From an optimization exercise on the open Yosys and OpenROAD flow, aimed at small area, a short achievable clock period and few clock cycles per item; shortcuts taken in it are not production practice.
At most, simulation tests tie the RTL to the original design; equivalence was not proved.
For run 2, only the layout was checked, not whether the RTL still works.
Power is estimated from default activity; no workload was simulated.

===== flow/config.mk =====
export PLATFORM = sky130hd
export DESIGN_NAME = ct_meas
export DESIGN_NICKNAME = ct_meas
export VERILOG_FILES = /design/flow/design.v
export SDC_FILE = /design/flow/constraint.sdc
export NUM_CORES = 4
export LEC_CHECK = 0
export CAP_MARGIN = 20
export CORE_MARGIN = 2
export CORE_UTILIZATION = 60
export CTS_BUF_LIST = sky130_fd_sc_hd__clkbuf_4 sky130_fd_sc_hd__clkbuf_8
export PLACE_DENSITY = 0.65
export SETUP_SLACK_MARGIN = 5
export SLEW_MARGIN = 20
export TNS_END_PERCENT = 30

===== flow/constraint.sdc =====
create_clock -name core_clock -period 10.0 [get_ports {clk}]
set_input_delay 2.0000 -clock core_clock [delete_from_list [all_inputs] [get_ports {clk}]]
set_output_delay 2.0000 -clock core_clock [all_outputs]
set_load 0.01 [all_outputs]

===== flow/design.v =====
module ct_meas (
    input  wire        clk,
    input  wire        rst,         
    input  wire        start,       
    input  wire        mode,        
    input  wire [1:0]  chan,        
    input  wire [15:0] raw,         
    output reg         ready,
    output reg         done,
    output reg         accept,
    output reg  [1:0]  chan_next,
    output wire [34:0] ohms,
    output wire [15:0] vmv,
    output wire [27:0] digits,      
    output reg         alert
);
    localparam [1:0] F_IDLE  = 2'd0,
                     F_NODIV = 2'd1,
                     F_DIV   = 2'd2;
    localparam [26:0] VDIV = 27'd48904255;     
    reg [1:0]  state;
    reg [15:0] s;
    reg [1:0]  ch;
    reg        md;
    reg        slo, shi;       
    reg [26:0] rem;            
    reg [5:0]  cnt;            
    reg        step1, step2;   
    reg        xb;             
    reg        qd;             
    reg [34:0] q;
    reg [27:0] bcd;
    reg        fin;            
    reg        b_md, b_neg, b_acc, b_al;
    reg [1:0]  b_ch, b_cn;
    reg        vneg;           
    reg [6:0]  dfix;           
    wire neg  = s[15];
    wire last = (cnt == 6'd1);
    assign ohms   = q;
    assign vmv    = q[15:0] ^ {16{vneg}};
    genvar g;
    generate
        for (g = 0; g < 7; g = g + 1) begin : dout
            assign digits[4*g +: 4] = dfix[g] ? bcd[4*g +: 4] - 4'd6 : bcd[4*g +: 4];
        end
    endgenerate
    wire take = start && ready;
    wire signed [15:0] sraw = raw;
    wire in_lo  = (sraw <= 16'sd8000);
    wire in_hi  = (sraw >= 16'sd24000);
    wire in_pos = !raw[15] && (raw != 16'd0);
    wire in_acc = (!in_lo && !in_hi) || (chan == 2'd3 && in_lo) ||
                  (chan == 2'd0 && in_hi);
    wire in_nodiv = !mode && (!in_acc || !in_pos);
    wire [1:0] lsel = raw[14] ? 2'd3 : (raw[13] || chan != 2'd3) ? 2'd2 :
                      raw[12] ? 2'd1 : 2'd0;
    reg [15:0] r_init;
    reg [5:0]  k_init;
    reg        x_init;
    always @(*) begin
        case ({chan, lsel})
            {2'd0, 2'd3}: begin r_init = 16'd31552 | {11'd0, raw[15:11]}; k_init = 6'd11; x_init = raw[10]; end
            {2'd0, 2'd2}: begin r_init = 16'd15776 | {12'd0, raw[15:12]}; k_init = 6'd12; x_init = raw[11]; end
            {2'd1, 2'd3}: begin r_init = 16'd19500 | {15'd0, raw[15:15]}; k_init = 6'd15; x_init = raw[14]; end
            {2'd1, 2'd2}: begin r_init = 16'd9750; k_init = 6'd16; x_init = raw[15]; end
            {2'd2, 2'd3}: begin r_init = 16'd25000; k_init = 6'd18; x_init = 1'b0; end
            {2'd2, 2'd2}: begin r_init = 16'd12500; k_init = 6'd19; x_init = 1'b0; end
            {2'd3, 2'd3}: begin r_init = 16'd20875; k_init = 6'd21; x_init = 1'b0; end
            {2'd3, 2'd2}: begin r_init = 16'd10437; k_init = 6'd22; x_init = 1'b1; end
            {2'd3, 2'd1}: begin r_init = 16'd5218; k_init = 6'd23; x_init = 1'b1; end
            {2'd3, 2'd0}: begin r_init = 16'd1; k_init = 6'd35; x_init = 1'b0; end
            default: begin r_init = 16'bx; k_init = 6'bx; x_init = 1'bx; end
        endcase
    end
    wire [26:0] rem_init = mode ? {1'b0, {raw, 10'd746} ^ {26{raw[15]}}} : {11'd0, r_init};
    wire [5:0]  cnt_init = mode ? 6'd15 : k_init;
    wire        xb_init  = mode ? raw[15] : x_init;
    wire       acc_i = md || (!slo && !shi) || (ch == 2'd3 && slo) ||
                       (ch == 2'd0 && shi);
    wire [1:0] cn_i  = (md || acc_i) ? ch : slo ? ch + 2'd1 : ch - 2'd1;
    reg [19:0] kc;
    always @(*) begin
        case (ch)
            2'd0:    kc = 20'd986;
            2'd1:    kc = 20'd9750;
            2'd2:    kc = 20'd100000;
            default: kc = 20'd668000;
        endcase
    end
    wire [3:0]  vidx  = cnt[3:0] - 4'd2;
    wire [14:0] vtail = neg ? 15'd25600 : 15'd8192;
    wire [5:0]  kidx  = cnt - 6'd18;
    wire        xb_nx = ready ? xb_init :
                        cnt < 6'd2 ? 1'b0 :
                        md ? vtail[vidx] :
                        cnt >= 6'd18 ? kc[kidx[4:0]] : s[vidx];
    wire        sgn   = rem[26];
    wire [26:0] t     = {rem[25:0], xb};
    wire [26:0] dvs   = md ? VDIV : {10'd0, s, 1'b0};
    wire [27:0] ad_w  = {t, 1'b1} + {dvs ^ {27{!sgn}}, !sgn};    
    wire [26:0] rem_n = ad_w[27:1];
    wire        qb    = !rem_n[26];
    wire [27:0] bcd_sh = {bcd[26:0], qd};
    reg [27:0] bcd_adj;
    reg [3:0]  dd;
    integer i;
    always @(*) begin
        for (i = 0; i < 7; i = i + 1) begin
            dd = bcd_sh[4*i +: 4];
            bcd_adj[4*i+3] = dd[3] | (dd[2] & dd[1]) | (dd[2] & dd[0]);
            bcd_adj[4*i+2] = (dd[3] & dd[0]) | (dd[2] & !dd[1] & !dd[0]);
            bcd_adj[4*i+1] = (dd[3] & !dd[0]) | (!dd[2] & dd[1]) | (dd[1] & dd[0]);
            bcd_adj[4*i+0] = (dd[3] & !dd[0]) | (!dd[3] & !dd[2] & dd[0]) |
                             (dd[2] & dd[1] & !dd[0]);
        end
    end
    reg [19:0] kneg;
    always @(*) begin
        case ({b_md, b_ch})
            3'd0:    kneg = 20'd1047590;  
            3'd1:    kneg = 20'd1038826;  
            3'd2:    kneg = 20'd948576;   
            3'd3:    kneg = 20'd380576;   
            default: kneg = 20'd0;
        endcase
    end
    wire [34:0] q_sh  = {q[33:0], qd};
    wire [20:0] lo_s  = {1'b0, q_sh[19:0]} + {1'b0, kneg};
    wire [14:0] hi_m1 = q_sh[34:20] - 15'd1;
    wire [34:0] q_cor = {(!b_md && !lo_s[20]) ? hi_m1 : q_sh[34:20], lo_s[19:0]};
    reg [27:0] kb6;
    always @(*) begin
        case ({b_md, b_ch})
            3'd0:    kb6 = 28'hFFFF67A;    
            3'd1:    kb6 = 28'hFFF68B6;    
            3'd2:    kb6 = 28'hFF66666;    
            3'd3:    kb6 = 28'hF998666;    
            default: kb6 = 28'h6666666;
        endcase
    end
    wire [29:0] bc_w  = {1'b0, bcd_sh, 1'b1} + {1'b0, kb6, b_md && b_neg};
    wire [27:0] xs    = bc_w[28:1];
    wire [6:0]  dcy;
    generate
        for (g = 0; g < 6; g = g + 1) begin : dcarry
            assign dcy[g] = xs[4*g+4] ^ bcd_sh[4*g+4] ^ kb6[4*g+4];
        end
    endgenerate
    assign dcy[6] = bc_w[29];
    always @(posedge clk) begin
        if (ready) begin
            s   <= raw;
            ch  <= chan;
            md  <= mode;
            slo <= in_lo;
            shi <= in_hi;
        end
        rem   <= ready ? rem_init : rem_n;
        cnt   <= ready ? cnt_init : cnt - 6'd1;
        xb    <= xb_nx;
        qd    <= qb;
        step1 <= take && !in_nodiv;
        step2 <= step1;
        if (state != F_IDLE && (step1 || state == F_NODIV)) begin
            b_md  <= md;
            b_neg <= neg;
            b_ch  <= ch;
            b_acc <= acc_i;
            b_cn  <= cn_i;
            b_al  <= !md && ch == 2'd0 && !neg && s >= 16'd30295;
        end
        dfix      <= ~dcy;
        accept    <= b_acc;
        chan_next <= b_cn;
        vneg      <= b_md && b_neg;
        alert     <= b_al;
        if (fin) begin
            q   <= q_cor;
            bcd <= xs;
        end else if (step2) begin
            q   <= {34'd0, qd};
            bcd <= {27'd0, qd};
        end else begin
            q   <= {q[33:0], qd};
            bcd <= bcd_adj;
        end
        if (rst) begin
            state <= F_IDLE;
            fin   <= 1'b0;
            done  <= 1'b0;
            ready <= 1'b1;
        end else begin
            ready <= take ? in_nodiv : (state != F_DIV || cnt <= 6'd2);
            done <= fin;
            fin  <= (state == F_NODIV) || (state == F_DIV && last);
            if (take)
                state <= in_nodiv ? F_NODIV : F_DIV;
            else if (state != F_DIV || last)
                state <= F_IDLE;
        end
    end
endmodule

===== flow/flow/run.sh =====
#!/bin/bash
# Own flow: the standard layout (standard synthesis unchanged), with
# - port buffers of a plain buffer cell (every port still gets one).
set -euo pipefail
MARGIN=$(cat flow/margin.txt)
PORTBUF=$(cat flow/portbuf.txt)
bash standard.sh SETUP_SLACK_MARGIN="$MARGIN" "BUFFER_PORTS_ARGS=-buffer_cell $PORTBUF" finish > flow_standard.log 2>&1

===== flow/flow/margin.txt =====
6.25

===== flow/flow/portbuf.txt =====
sky130_fd_sc_hd__buf_2

===== flow/standard.sh =====
#!/bin/bash
# synth_recipe.tcl (not shown) runs the flow's synth.tcl, then flattens the netlist and writes it again
# the make line also repeats each setting of config.mk as NAME=value (left out here)
make -C /OpenROAD-flow-scripts/flow DESIGN_CONFIG=/design/flow/config.mk WORK_HOME=/design/flow/orfs CLKGATE_MAP_FILE= SYNTH_SCRIPT=/design/flow/synth_recipe.tcl "${@:-finish}"

==> results of run 1 <==
## per-layer routing
metal  share of wire [%]  GRT usage [%]  wire length, µm
met5                   0              0                0
met4                 2.0           9.24              543
met3                 5.1           4.28             1390
met2                  48           48.1            13100
met1                  44           37.5            12000
## through the flow
step	util, %	power [mW]	instances	hold WS [ps]
2_1_floorplan	-	2.15	1319	323
3_3_place_gp	64.8	2.52	1584	325
3_5_place_dp	64.8	2.54	1584	330
4_1_cts	67.8	3.02	1629	355
5_1_grt	69.1	3.30	1645	368
6_report	69.1	3.04	1645	350
## layout make-up
class                   instances  area (µm²)  area share [%]
multi-input cells            1050        7130            59.2
flip-flops and latches        146        3220            26.7
repair buffers                139         820            6.81
well taps                     225         282            2.34
clock buffers                  17         234            1.94
inverters                      53         215            1.79
clock inverters                15         139            1.15
## flip-flops by register name, summed over array words and instances (netlist names), 2 cells and up
register	cells
state	2
ch	2
q	35
b_cn	2
rem	27
chan_next	2
s	16
cnt	6
dfix	7
b_ch	2
bcd	28
## kinds of logic after synthesis
group / share of synthesized area [%]
buffers and inverters: 4.89
muxes: 2.11
xor gates and xnor gates: 11.5
DFF: 29.9
adders and majority gates: 10.9
and+or+nand+nor: 17.6
AOI/OAI and AO/OA: 23.1
## power by group
| group | switching (mW) | internal [mW] | total [mW] | leakage (nW) |
|---|---|---|---|---|
| sequential | 0.186 | 0.738 | 0.924 | 1.26 |
| clock | 0.270 | 0.184 | 0.454 | 0.188 |
| combinational | 0.921 | 0.745 | 1.67 | 3.73 |
| total | 1.38 | 1.67 | 3.04 | 5.18 |
## what timing repair did
item,4_1_cts,5_1_grt
setup buffers,13,16
cloned,0,0
resized for setup,13,23
hold buffers,0,0
pin swaps,2,6
setup endpoints to repair,49,20
hold endpoints to repair,0,0
## Yosys cell counts (all sizes together) (6+ instances only)
master	instances	share of area (%)
ha	92	11
a211oi	11	0.81
xor2	59	4.8
or3	10	0.63
nand2b	19	1.1
edfxtp	29	8.1
o31ai	8	0.56
a21boi	8	0.56
o21ai	143	6.7
a31oi	17	0.99
clkbuf	49	1.7
dfxtp	117	22
nor4	6	0.49
o211ai	11	0.77
nand3	32	1.5
o21bai	6	0.42
or2	6	0.35
o21a	13	0.91
buf	21	1.3
a221oi	6	0.49
o22ai	27	1.6
nand2	132	4.6
mux4	6	1.3
nand4	11	0.64
nor2b	20	1.2
inv	53	1.9
nor2	101	3.5
mux2i	8	0.74
a21o	20	1.4
a21oi	86	4.0
nor3	32	1.6
xnor2	82	6.7
## worst min path at each step
stage	startpoint	end	slack, ps	depth (start not counted)
after floorplan	b_acc	accept	320	0
final	b_al	alert	350	0
after CTS	b_al	alert	350	0
after detailed placement	b_acc	accept	330	0
after global routing	b_al	alert	370	0
after global placement	b_al	alert	330	0
==> results by group, run 1 <==
Floorplan
  • Top Ports: 107
  • Row cnt: 48
  • Initial core utilization: between 60% and 70%
  • Die height: 138 µm
  • Core area: ~17000 µm²
  • Die area: around 19000 µm²
  • Chip width: 138 µm

Drt
  • Residual DRC count: 0
  • Antenna Violating Nets Remaining: 0
  • Via density: approximately 6.0
  • Final wirelength: roughly 27000 µm
  • Initial DRC Count: 716
  • Vias: 9798
  • Routed len/inst: approximately 16 µm
  • TritonRoute pass-1 iters: 6

Hold path
  • HP Class: reg -> reg

Critical path
  • Bufs and invs on worst path: 2
  • CP max FO: 12
  • Crit Path Class: reg -> reg
  • Slowest stage delay, CP: about 460 ps
  • Register-to-register setup slack: ~6300 ps
  • Crit-path leading delay family: simple AND/OR/NAND/NOR gates
  • CP Launch Point: b_md
  • Levels on crit path: 13
  • Critical path arrival: 4090 ps
  • Critical R2R Launch: b_md
  • Critical Path Start Type: flip-flop
  • Critical Path End Type: flip-flop
  • Required @ worst endpoint: roughly 10000 ps
  • Critical Path, Cell by Cell: buf_4, buf_4, nor2_2, ha_1, nand4b_1, a21boi_0, a211o_1, a211oi_2, o2111ai_2, or4_4, or3_4, nor3_1, mux2i_1
  • CP most frequent cell: buf_4
  • Reg2reg end: q[33]
  • Critical path's slowest cell: edfxtp_1
  • Endpoint of the worst setup timing path: q[33]
  • R2R cell count: 13

Timing
  • Fin crit period: 3690 ps
  • Final Slew Violations: 0
  • Clk_skew: between 15 and 20 ps
  • Post-route clock period utilization: 36.9%
  • Final setup viols: 0
  • Final hold vios: 0
  • Max Fclk: about 270 MHz
  • Setup TNS Final: 0 ps
  • Max-slew headroom: 26.2%
  • Unrepaired setup endpoints after global routing: true
  • Post-route setup slack: around 6300 ps
  • Worst Max-Slew Pin Slew: 1110 ps

Place
  • DP Worst Slack: 5360 ps
  • Placed cell area: 11300 µm²
  • I/O Buffers: between 100 and 150
  • HPWL after DPL: 19500 µm
  • Gpl congestion: 0.898

Cells and area
  • Synth-to-layout area growth: 11.9%
  • Commonest non-fill, non-tap cell in the layout: o21ai_0
  • Fill count: roughly 1500
  • Most frequent cells in the layout: o21ai_0 (141), nand2_1 (129), dfxtp_1 (114)
  • N_diodes: 0
  • Layout cells sized above 1: roughly 16%
  • Fin nets: approximately 1500
  • Design area: roughly 12000 µm²

GRT
  • GRT Total Usage: between 20 and 30%
  • First-pass GRT wire length: between 40000 and 50000 µm
  • Vias in the first global route: 8728
  • Largest net degree at the start of global routing: a little under 80
  • Initial antenna violation count: 0
  • GRT overflow: 0

Clocking
  • Num CTS Buffers: 17
  • CTS Buffer Depth: 2
  • Clock Sinks: about 150
  • CTS tree: yes
  • Worst skew pair latency: between 400 and 500 ps
  • Clk slew on worst S/H paths: 90 ps
  • Root Buffer: clkbuf_8
  • H-tree Lvls: 4

Power
  • Maximum VDD drop: ~0.18 mV
  • Static Leakage: 5.18 nW
  • Pwr/cell area: roughly 250 nW/µm²

Status
  • Status: no timing/DRC/antenna violations

Yosys
  • Net Count, Synth: approximately 1400
  • Synth Warn #: 1
  • Post-synthesis cell type count: between 80 and 90
  • Synth Instances: about 1300
  • Synthesized area: approximately 11000 µm²
  • Async SR Flop Fraction: 0%
  • EDFF count, synth: 29
  • Number of synthesized register bits: roughly 150
  • Register area share after synthesis: between 20% and 30%
  • Top FF cell, synth: dfxtp_1
  • Post-synthesis average cell area: 8.16 µm²

Job
  • Maxcap violations: 0
Testbench counts, summed over its fixed seeds: cycles 28,021, items 2,048.
==> run 2: changes to the inputs <==
--- a/flow/design.v
+++ b/flow/design.v
@@ -54,6 +54,16 @@
                   (chan == 2'd0 && in_hi);
     wire in_nodiv = !mode && (!in_acc || !in_pos);
-    wire [1:0] lsel = raw[14] ? 2'd3 : (raw[13] || chan != 2'd3) ? 2'd2 :
-                      raw[12] ? 2'd1 : 2'd0;
+    reg [2:0] lsel;
+    always @(*) begin
+        case (chan)
+            2'd0: lsel = {2'd0, raw[14]};
+            2'd1: lsel = (raw[14] && (raw[13] || raw[12])) ? 3'd2 :
+                         (raw[14] || (raw[13] && (raw[12] || raw[11]))) ? 3'd1 : 3'd0;
+            2'd2: lsel = {2'd0, raw[14] || (raw[13] && raw[12] && raw[11])};
+            default:
+                  lsel = raw[14] ? 3'd5 : raw[13] ? 3'd4 : raw[12] ? 3'd3 :
+                         raw[11] ? 3'd2 : raw[10] ? 3'd1 : 3'd0;
+        endcase
+    end
     reg [15:0] r_init;
     reg [5:0]  k_init;
@@ -61,14 +71,17 @@
     always @(*) begin
         case ({chan, lsel})
-            {2'd0, 2'd3}: begin r_init = 16'd31552 | {11'd0, raw[15:11]}; k_init = 6'd11; x_init = raw[10]; end
-            {2'd0, 2'd2}: begin r_init = 16'd15776 | {12'd0, raw[15:12]}; k_init = 6'd12; x_init = raw[11]; end
-            {2'd1, 2'd3}: begin r_init = 16'd19500 | {15'd0, raw[15:15]}; k_init = 6'd15; x_init = raw[14]; end
-            {2'd1, 2'd2}: begin r_init = 16'd9750; k_init = 6'd16; x_init = raw[15]; end
-            {2'd2, 2'd3}: begin r_init = 16'd25000; k_init = 6'd18; x_init = 1'b0; end
-            {2'd2, 2'd2}: begin r_init = 16'd12500; k_init = 6'd19; x_init = 1'b0; end
-            {2'd3, 2'd3}: begin r_init = 16'd20875; k_init = 6'd21; x_init = 1'b0; end
-            {2'd3, 2'd2}: begin r_init = 16'd10437; k_init = 6'd22; x_init = 1'b1; end
-            {2'd3, 2'd1}: begin r_init = 16'd5218; k_init = 6'd23; x_init = 1'b1; end
-            {2'd3, 2'd0}: begin r_init = 16'd1; k_init = 6'd35; x_init = 1'b0; end
+            {2'd0, 3'd1}: begin r_init = 16'd31552 | {11'd0, raw[15:11]}; k_init = 6'd11; x_init = raw[10]; end
+            {2'd0, 3'd0}: begin r_init = 16'd15776 | {12'd0, raw[15:12]}; k_init = 6'd12; x_init = raw[11]; end
+            {2'd1, 3'd2}: begin r_init = 16'd39000 | {14'd0, raw[15:14]}; k_init = 6'd14; x_init = raw[13]; end
+            {2'd1, 3'd1}: begin r_init = 16'd19500 | {15'd0, raw[15:15]}; k_init = 6'd15; x_init = raw[14]; end
+            {2'd1, 3'd0}: begin r_init = 16'd9750; k_init = 6'd16; x_init = raw[15]; end
+            {2'd2, 3'd1}: begin r_init = 16'd25000; k_init = 6'd18; x_init = 1'b0; end
+            {2'd2, 3'd0}: begin r_init = 16'd12500; k_init = 6'd19; x_init = 1'b0; end
+            {2'd3, 3'd5}: begin r_init = 16'd20875; k_init = 6'd21; x_init = 1'b0; end
+            {2'd3, 3'd4}: begin r_init = 16'd10437; k_init = 6'd22; x_init = 1'b1; end
+            {2'd3, 3'd3}: begin r_init = 16'd5218; k_init = 6'd23; x_init = 1'b1; end
+            {2'd3, 3'd2}: begin r_init = 16'd2609; k_init = 6'd24; x_init = 1'b0; end
+            {2'd3, 3'd1}: begin r_init = 16'd1304; k_init = 6'd25; x_init = 1'b1; end
+            {2'd3, 3'd0}: begin r_init = 16'd1; k_init = 6'd35; x_init = 1'b0; end
             default: begin r_init = 16'bx; k_init = 6'bx; x_init = 1'bx; end
         endcase
--- a/flow/config.mk
+++ b/flow/config.mk
@@ -10,6 +10,5 @@
 export CORE_UTILIZATION = 60
 export CTS_BUF_LIST = sky130_fd_sc_hd__clkbuf_4 sky130_fd_sc_hd__clkbuf_8
-export PLACE_DENSITY = 0.65
+export PLACE_DENSITY = 0.75
 export SETUP_SLACK_MARGIN = 5
 export SLEW_MARGIN = 20
-export TNS_END_PERCENT = 30
==> run 2 against run 1 <==
Sequential cell count unchanged. Total power increased by 10%. Largest power group unchanged. Utilization fell by 1.1 points. Critical path depth decreased by 8. Critical endpoint is now digits[26].
==> results by group, run 2 <==
Status
  • Status: no timing/DRC/antenna violations (unchanged)

Place
  • I/O Buffers: 106 (unchanged)
  • Gpl congestion: 0.933 (was 0.898)
  • Placed Cells: 1598 (was 1584)
  • DP Worst Slack: 5240 ps (was 5360 ps)
  • Placed cell area: 11800 µm² (was 11300 µm²)
  • HPWL after DPL: 21100 µm (was 19500 µm)

Power
  • Flop pwr share: 28.0% (was 30.4%)
  • Pwr/cell area: 271 nW/µm² (was 253 nW/µm²)
  • Comb power frac: 56.1% (was 54.7%)
  • Clock network fraction of design power: 15.9% (was 14.9%)
  • P_int: 1.85 mW (was 1.67 mW)
  • Maximum VDD drop: 0.203 mV (was 0.181 mV)
  • Static Leakage: 5.44 nW (was 5.18 nW)
  • Sw Ratio: 44.7% (was 45.2%)
  • P_sw: 1.50 mW (was 1.38 mW)

Yosys
  • Synth area leaders: dfxtp_1 (21%), ha_1 (11%), edfxtp_1 (7.8%), xnor2_1 (5.9%), o21ai_0 (4.7%) (was dfxtp_1 (22%), ha_1 (11%), edfxtp_1 (8.1%), xnor2_1 (6.7%), o21ai_0 (6.6%))
  • Top FF cell, synth: dfxtp_1 (unchanged)
  • Post-synthesis compound-gate area fraction: 24.3% (was 23.1%)
  • XOR/XNOR Fraction of Synth Area: 10.6% (was 11.5%)
  • Mux contribution to synthesized area: 3.33% (was 2.11%)
  • Post-synthesis cell type count: 97 (was 84)
  • Area leader, netlist: dfxtp_1 (unchanged)
  • Most frequent cell after synthesis: nand2_1 (was o21ai_0)
  • Synth Instances: 1323 (was 1319)
  • Register area share after synthesis: 28.7% (was 29.9%)
  • Post-synthesis average cell area: 8.45 µm² (was 8.16 µm²)
  • Area fraction in and, or, nand and nor cells after synthesis: 17.3% (was 17.6%)
  • Adder-Cell Fraction of Synth Area: 11.1% (was 10.9%)
  • Largest family of logic cells by synthesized area: compound AO/OA/AOI/OAI gates (unchanged)
  • Net Count, Synth: 1444 (was 1433)
  • Synth Warn #: 1 (unchanged)
  • Most instantiated cells after synthesis: nand2_1 (131), dfxtp_1 (117), o21ai_0 (105) (was o21ai_0 (141), nand2_1 (132), dfxtp_1 (117))
  • Number of synthesized register bits: 146 (unchanged)
  • Post-synth top area share: 20.9% (was 21.8%)
  • Synthesized area: 11200 µm² (was 10800 µm²)
  • Async SR Flop Fraction: 0% (unchanged)
  • EDFF count, synth: 29 (unchanged)

Clocking
  • Root Buffer: clkbuf_8 (unchanged)
  • Worst skew pair latency: 460 ps (was 480 ps)
  • Num CTS Buffers: 17 (unchanged)
  • Clk slew on worst S/H paths: 90 ps (about the same)
  • CTS Buffer Depth: 2 (unchanged)
  • Clock Sinks: 146 (unchanged)
  • H-tree Lvls: 4 (unchanged)
  • CTS tree: yes (unchanged)

Floorplan
  • Initial core utilization: 61.6% (was 61.8%)
  • Core area: 18100 µm² (was 17400 µm²)
  • Row cnt: 49 (was 48)
  • Top Ports: 107 (unchanged)
  • Chip width: 141 µm (was 138 µm)
  • Die area: 19700 µm² (was 19000 µm²)
  • Die height: 141 µm (was 138 µm)

GRT
  • First-pass GRT wire length: 46700 µm (was 42800 µm)
  • Initial antenna violation count: 0 (unchanged)
  • Largest net degree at the start of global routing: 70 (was 79)
  • GRT Total Usage: 29.2% (was 28.5%)
  • GRT overflow: 0 (unchanged)
  • Vias in the first global route: 9197 (was 8728)

Critical path
  • Levels on crit path: 5 (was 13)
  • Critical Path End Type: output port (was flip-flop)
  • Crit-path leading delay family: flip-flops (was simple AND/OR/NAND/NOR gates)
  • Critical path's slowest cell: dfxtp_1 (was edfxtp_1)
  • Crit Path Class: reg -> out (was reg -> reg)
  • Critical Path, Cell by Cell: inv_1, ha_1, nand2_1, o21ai_0, buf_2 (was buf_4, buf_4, nor2_2, ha_1, nand4b_1, a21boi_0, a211o_1, a211oi_2, o2111ai_2, or4_4, or3_4, nor3_1, mux2i_1)
  • Critical R2R Launch: rem[26] (was b_md)
  • CP Launch Point: bcd[25] (was b_md)
  • Critical Path Start Type: flip-flop (unchanged)
  • CP max FO: 8 (was 12)
  • Bufs and invs on worst path: 2 (unchanged)
  • Required @ worst endpoint: 8000 ps (was 10410 ps)
  • R2R cell count: 11 (was 13)
  • Slowest stage delay, CP: 490 ps (was 460 ps)
  • Critical path arrival: 1680 ps (was 4090 ps)

Drt
  • WL met3: 1780 µm (was 1390 µm)
  • Initial DRC Count: 835 (was 716)
  • DRT met1 WL: 13000 µm (was 12000 µm)
  • TritonRoute pass-1 iters: 7 (was 6)
  • Via density: 6.14 (was 5.96)
  • Residual DRC count: 0 (unchanged)
  • Routed len/inst: 17.6 µm (was 16.5 µm)
  • DR WL met2: 13100 µm (about the same)
  • Top routing layer in use: met4 (unchanged)
  • Antenna Violating Nets Remaining: 0 (unchanged)
  • Vias: 10064 (was 9798)
  • Final wirelength: 28800 µm (was 27100 µm)

Cells and area
  • Commonest non-fill, non-tap cell in the layout: nand2_1 (was o21ai_0)
  • Number of flip-flops in the largest register: 35 (unchanged)
  • Design area: 12300 µm² (was 12000 µm²)
  • Synth-to-layout area growth: 10.4% (was 11.9%)
  • Largest registers: q: 35 flops, bcd: 28 flops, rem: 27 flops (unchanged)
  • Non-filler cells, final: 1640 (was 1645)
  • Fin nets: 1519 (was 1521)
  • Layout cells sized above 1: 15.2% (was 15.9%)
  • N_diodes: 0 (unchanged)
  • Largest Register: q (unchanged)
  • Most frequent cells in the layout: nand2_1 (130), dfxtp_1 (114), o21ai_0 (105) (was o21ai_0 (141), nand2_1 (129), dfxtp_1 (114))

Hold path
  • HP Class: reg -> reg (unchanged)
  • HP Start: b_al (unchanged)
  • Hold depth: 0 (unchanged)

Timing
  • Final Slew Violations: 0 (unchanged)
  • Worst Max-Slew Pin Slew: 736 ps (was 1110 ps)
  • Setup TNS Final: 0 ps (unchanged)
  • Max-slew headroom: 50.9% (was 26.2%)
  • Clk_skew: 14.4 ps (was 18.0 ps)
  • Max Fclk: 272 MHz (was 271 MHz)
  • Final setup viols: 0 (unchanged)
  • Final hold vios: 0 (unchanged)
  • Unrepaired setup endpoints after global routing: true (unchanged)
  • Fin Hold WS: 351 ps (was 350 ps)
  • Post-route setup slack: 6320 ps (was 6310 ps)
  • Fin crit period: 3680 ps (was 3690 ps)
  • Post-route clock period utilization: 36.8% (was 36.9%)

Job
  • Maxcap violations: 0 (unchanged)
## run 2: kinds of logic (layout without fill, tap and decap cells)
family / count (synthesis) / in the layout
compound gates: 404 / 404
xor+xnor: 134 / 134
fa+ha+maj: 99 / 99
buf+inv: 123 / 211
flops: 146 / 146
mux: 28 / 28
simple gates: 389 / 389
## run 2: power groups by stage
| stage | clock (mW) | sequential, mW | combinational (mW) |
|---|---|---|---|
| after global placement | 0 | 0.944 | 1.81 |
| after detailed placement | 0 | 0.948 | 1.84 |
| final | 0.531 | 0.939 | 1.88 |
| after CTS | 0.537 | 0.934 | 1.86 |
| after floorplan | 0 | 0.864 | 1.49 |
| after global routing | 0.564 | 0.959 | 2.09 |
## run 2: metal layers
metal,vias to the layer above,GRT usage [%]
met5,-,0
met4,0,11.4
met3,65,3.69
met2,393,47.4
met1,4613,39.8
li1,4993,-
## run 2: final cells by class
type	instances	area (µm²)
inverters	56	221
fillers	1564	5800
flip-flops and latches	146	3220
repair buffers	123	684
clock inverters	14	201
clock buffers	18	241
well taps	229	287
multi-input cells	1054	7490
## run 2: through the flow
stage,power (mW),utilization (%)
CTS,3.33,67.6
global route,3.62,68.0
finish,3.35,68.0
detailed placement,2.79,64.9
global placement,2.76,64.9
floorplan,2.35,-
## run 2: what timing repair did
item,4_1_cts,5_1_grt
resized for setup,7,14
endpoints found under the setup margin,41,41
buffers inserted,5,5
hold buffers,0,0
pin swaps,0,1
## run 2: path summary, 6_finish.rpt
| kind | to | slack [ps] |
|---|---|---|
| worst min register to register | alert | 350 |
| worst max-delay path | digits[26] | 6320 |
| worst max register to register | rem[25] | 6460 |
| worst min-delay path | alert | 350 |

[what the ideal ports hide]
In the flow no input, the clock included, has a driving cell. The finished layouts below were timed again as built, in two steps.
Step 1, drivers: a clkbuf_16 drives clk and a buf_2 each remaining input, both assumed.
Step 2 also shifts input and output timing later by t, the mid clock arrival at the registers, as if the neighbouring blocks saw the same clock.
Three values: ideal ports, drivers, drivers and shift; two values: the first two.
run	t (ns)	slack for setup (ns)	worst data-port slew with drivers (ns)
run 1	0.510	6.311 / 6.293 / 5.906	0.05
run 2	0.492	6.323 / 6.286 / 5.869	0.06
After both steps every run listed still meets setup and hold. For run 2, which loses most, drivers alone change the setup slack by -0.037 ns; drivers and shift together by -0.454 ns.
